From an optimization exercise on the open Yosys and OpenROAD flow, aimed at small area, a short achievable clock period and few clock cycles; shortcuts taken in it are not production practice. Power and IR drop assume default switching activity.

==> flow/design.v <==
module btc_framer (
    input  wire         clk,
    input  wire         rst,
    input  wire         cmd_valid,
    output wire         cmd_ready,
    input  wire         cmd_op,
    input  wire [7:0]   cmd_byte,
    output reg          pkt_valid,
    output reg          pkt_is_state,
    output wire [143:0] pkt_data,
    output wire [6:0]   rb_cnt
);
    localparam C = 64;
    reg [8*C-1:0] d;         
    reg [C-1:3]   flag;      
    reg [6:0]     cnt;
    reg           ready;
    reg           again;     
    reg           lost;      
    reg [7:0]     wsum;      
    reg [3:0]     ing;       
    reg           nxt_ok;    
    reg [5:0]     nxt_s;     
    reg           nxt_st;    
    reg [5:0]     nxt_sn;    
    reg           nxt_ev;    
    reg [127:0]   pd;        
    reg           pkt_is_ev;
    assign cmd_ready = ready;
    assign rb_cnt    = cnt;
    assign pkt_data  = {pd, 1'b0, 1'b1, pkt_is_ev, pkt_is_state, 1'b0, 1'b1, pkt_is_ev, pkt_is_state,
                            1'b1, 1'b0, 1'b1, pkt_is_ev, 1'b1, 1'b0, 1'b1, pkt_is_ev};
    integer j;
    wire ingest   = cmd_valid & ~cmd_op & ready;
    wire dispatch = ((cmd_valid & cmd_op & ready) | again) & nxt_ok;
    wire [8*81-1:0] e0 = {d, 136'd0};
    wire [8*47-1:0] e1 = nxt_sn[5] ? e0[0 +: 8*47] : e0[8*32 +: 8*47];
    wire [8*31-1:0] e2 = nxt_sn[4] ? e1[0 +: 8*31] : e1[8*16 +: 8*31];
    wire [8*24-1:0] e3 = nxt_sn[3] ? e2[0 +: 8*24] : e2[8*8  +: 8*24];
    wire [8*20-1:0] e4 = nxt_sn[2] ? e3[0 +: 8*20] : e3[8*4  +: 8*20];
    wire [8*18-1:0] e5 = nxt_sn[1] ? e4[0 +: 8*18] : e4[8*2  +: 8*18];
    wire [127:0]    y  = nxt_sn[0] ? e5[0 +: 8*16] : e5[8*1  +: 8*16];
    wire [127:0] pwin;
    genvar g;
    generate
        for (g = 2; g < 18; g = g + 1) begin : gp
            if (g < 4)
                assign pwin[8*(g-2) +: 8] = y[8*(17-g) +: 8];
            else
                assign pwin[8*(g-2) +: 8] = y[8*(17-g) +: 8] & {8{~nxt_ev}};
        end
    endgenerate
    wire [6:0]   cnt_inc = (cnt == C) ? cnt : cnt + 7'd1;
    wire [6:0]   newcnt  = {1'b0, nxt_s} - (nxt_st ? 7'd17 : 7'd3);
    reg  [C-1:3] keep;
    always @(*)
        for (j = 3; j < C; j = j + 1)
            keep[j] = lost | (nxt_st ? (j + 17 < nxt_s) : (j + 3 < nxt_s));
    wire [C-1:3] flag_left = flag & keep;
    wire         more = |flag_left;
    reg [C-1:3] above, hot;
    reg [5:0]   q_s;
    reg         q_t;
    always @(*) begin
        above[C-1] = 1'b0;
        for (j = C-2; j >= 3; j = j - 1) above[j] = above[j+1] | flag_left[j+1];
        hot = flag_left & ~above;
        q_s = 6'd0;
        q_t = 1'b0;
        for (j = 3; j < C; j = j + 1) begin
            q_s = q_s | ({6{hot[j]}} & j[5:0]);
            q_t = q_t | (hot[j] & ~d[8*j+4]);
        end
    end
    wire ev_ok = (d[8*2 +: 8] == 8'hBB) && (d[8*1 +: 8] == 8'h66) &&
                 (d[8*0 +: 8] == cmd_byte) && (cnt >= 7'd3);
    wire st_ok = (d[8*16 +: 8] == 8'hAA) && (d[8*15 +: 8] == 8'h55) &&
                 (wsum == d[8*1 +: 8]) && (cnt >= 7'd17);
    reg [C-1:3] flag_sh;
    always @(*)
        for (j = 3; j < C; j = j + 1)
            flag_sh[j] = (j == 3) ? ev_ok : (j == 17) ? (flag[j-1] | st_ok) : flag[j-1];
    wire       evict = nxt_ok & (nxt_s == 6'd63) & (cnt == C);
    wire       keep_old = nxt_ok & ~(st_ok & (nxt_s < 6'd16));
    wire [5:0] s_ing = keep_old ? nxt_s + 6'd1 : (st_ok ? 6'd17 : 6'd3);
    wire       t_ing = keep_old ? nxt_st : st_ok;
    wire       a_ing = (nxt_ok | st_ok | ev_ok) & ~evict;
    wire upd      = ingest | dispatch | lost;
    wire by_drain = cmd_op | again | lost;    
    wire [5:0]   nx_s  = by_drain ? q_s  : s_ing;
    wire         nx_t  = by_drain ? q_t  : t_ing;
    wire         nx_ok = by_drain ? more : a_ing;
    wire [C-1:3] nx_flag;
    wire [6:0]   nx_cnt;
    btc_framer_sel #(.W(C-3)) u_flag (.s(by_drain), .a(flag_left), .b(flag_sh), .y(nx_flag));
    btc_framer_sel #(.W(7))   u_cnt  (.s(by_drain), .a(newcnt),    .b(cnt_inc), .y(nx_cnt));
    wire nx_ready, nx_again, nx_lost, nx_valid;
    btc_framer_ctl u_ctl (.rst(rst), .ingest(ingest), .dispatch(dispatch), .more(more), .evict(evict),
                          .ready(nx_ready), .again(nx_again), .lost(nx_lost), .valid(nx_valid));
    always @(posedge clk) begin
        pd           <= pwin;
        pkt_is_state <= nxt_st;
        pkt_is_ev    <= nxt_ev;
        if (ingest)
            d <= {d[8*C-9:0], cmd_byte};
        if (upd) begin
            nxt_s  <= nx_s;
            nxt_st <= nx_t;
            nxt_sn <= ~nx_s;
            nxt_ev <= ~nx_t;
        end
        if (rst) begin
            flag   <= {(C-3){1'b0}};
            cnt    <= 7'd0;
            nxt_ok <= 1'b0;
        end else begin
            if (ingest | dispatch) begin
                flag <= nx_flag;
                cnt  <= nx_cnt;
            end
            if (upd)
                nxt_ok <= nx_ok;
        end
        if (rst) begin
            wsum <= 8'd0;
            ing  <= 4'd0;
        end else if (ingest) begin
            wsum <= wsum + ((ing > 4'd1) ? d[8*1 +: 8] : 8'd0)
                         - ((ing == 4'd15) ? d[8*14 +: 8] : 8'd0);
            if (ing != 4'd15) ing <= ing + 4'd1;
        end
        pkt_valid <= nx_valid;
        again     <= nx_again;
        lost      <= nx_lost;
        ready     <= nx_ready;
    end
endmodule
module btc_framer_sel #(parameter W = 1) (
    input  wire         s,
    input  wire [W-1:0] a,
    input  wire [W-1:0] b,
    output wire [W-1:0] y
);
    assign y = s ? a : b;
endmodule
module btc_framer_ctl (
    input  wire rst,
    input  wire ingest,
    input  wire dispatch,
    input  wire more,
    input  wire evict,
    output wire ready,
    output wire again,
    output wire lost,
    output wire valid
);
    assign valid = ~rst & dispatch;
    assign again = ~rst & dispatch & more;
    assign lost  = ~rst & ingest & evict;
    assign ready = rst | ~((dispatch & more) | (ingest & evict));
endmodule
Settings: LEC_CHECK=0, CAP_MARGIN=30, CORE_MARGIN=2, CORE_UTILIZATION=40, CTS_CLUSTER_DIAMETER=100, CTS_CLUSTER_SIZE=30, SLEW_MARGIN=20, SYNTH_HIERARCHICAL=1; clock period 14.0 ns.
standard.sh (not shown) runs the stock make flow with config.mk's settings and CLKGATE_MAP_FILE= SYNTH_SCRIPT=/design/flow/synth_recipe.tcl, a recipe that flattens the netlist after the stock synthesis.
==> flow/flow/run.sh <==
#!/bin/bash
set -o pipefail
MARGIN=$(cat flow/margin.txt)
bash standard.sh SETUP_SLACK_MARGIN=$MARGIN finish > flow_make.log 2>&1
==> flow/flow/margin.txt <==
10.1
Change:
==> flow/flow/margin.txt (replaced) <==
10
--- a/flow/config.mk
+++ b/flow/config.mk
@@ -6,9 +6,10 @@
 export NUM_CORES = 4
 export LEC_CHECK = 0
+export ABC_AREA = 1
 export CAP_MARGIN = 30
 export CORE_MARGIN = 2
 export CORE_UTILIZATION = 40
-export CTS_CLUSTER_DIAMETER = 100
-export CTS_CLUSTER_SIZE = 30
+export CTS_CLUSTER_DIAMETER = 80
+export CTS_CLUSTER_SIZE = 24
 export SLEW_MARGIN = 20
 export SYNTH_HIERARCHICAL = 1
After rerunning:
- The changed run ran to the end with no violations
- combinational power goes up by 120%
- routed wire length goes up by 11%
- power goes up by 27%
Change:
--- a/flow/config.mk
+++ b/flow/config.mk
@@ -6,10 +6,9 @@
 export NUM_CORES = 4
 export LEC_CHECK = 0
-export ABC_AREA = 1
 export CAP_MARGIN = 30
 export CORE_MARGIN = 2
 export CORE_UTILIZATION = 40
-export CTS_CLUSTER_DIAMETER = 80
-export CTS_CLUSTER_SIZE = 24
+export CTS_CLUSTER_DIAMETER = 100
+export CTS_CLUSTER_SIZE = 30
 export SLEW_MARGIN = 20
 export SYNTH_HIERARCHICAL = 1
Via count went down by 16%; utilization goes down by 0.91 points; critical path depth goes down by 10; design area came out higher by 1.3%; combinational power fell by 58%.
No functional check of the RTL was part of any run of this note.

-- afterwards: timing with drivers on the ports --
Ports are ideal in the flow. The routed layouts listed here were re-timed in OpenROAD.
Step 1: set_driving_cell puts a clkbuf_16 on clk and a buf_2 on each other input, an assumption about the parent block.
Step 2 times the ports against the registers' clock, not the clock port: input delays grow and output delays shrink by t, the midpoint of the rising clock arrivals with the driver on.
Slacks: ideal / step 1 / step 2; pairs: ideal / step 1.
| run | t, ns | setup slack, ns | hold WS [ns] | worst slew at a driven data input, ns |
|---|---|---|---|---|
| the first run | 0.663 | 10.022 / 9.956 / 9.446 | 0.447 / 0.447 / 0.447 | 0.10 |
| the second run | 0.695 | 9.081 / 9.091 / 8.396 | 0.432 / 0.432 / 0.432 | 0.07 |
| the third run | 0.665 | 10.032 / 9.969 / 9.412 | 0.451 / 0.451 / 0.451 | 0.07 |
After both steps setup and hold are still met in every run listed. The setup slack of the second run, which loses most, moves by +0.010 ns with the drivers and by -0.685 ns with both steps.
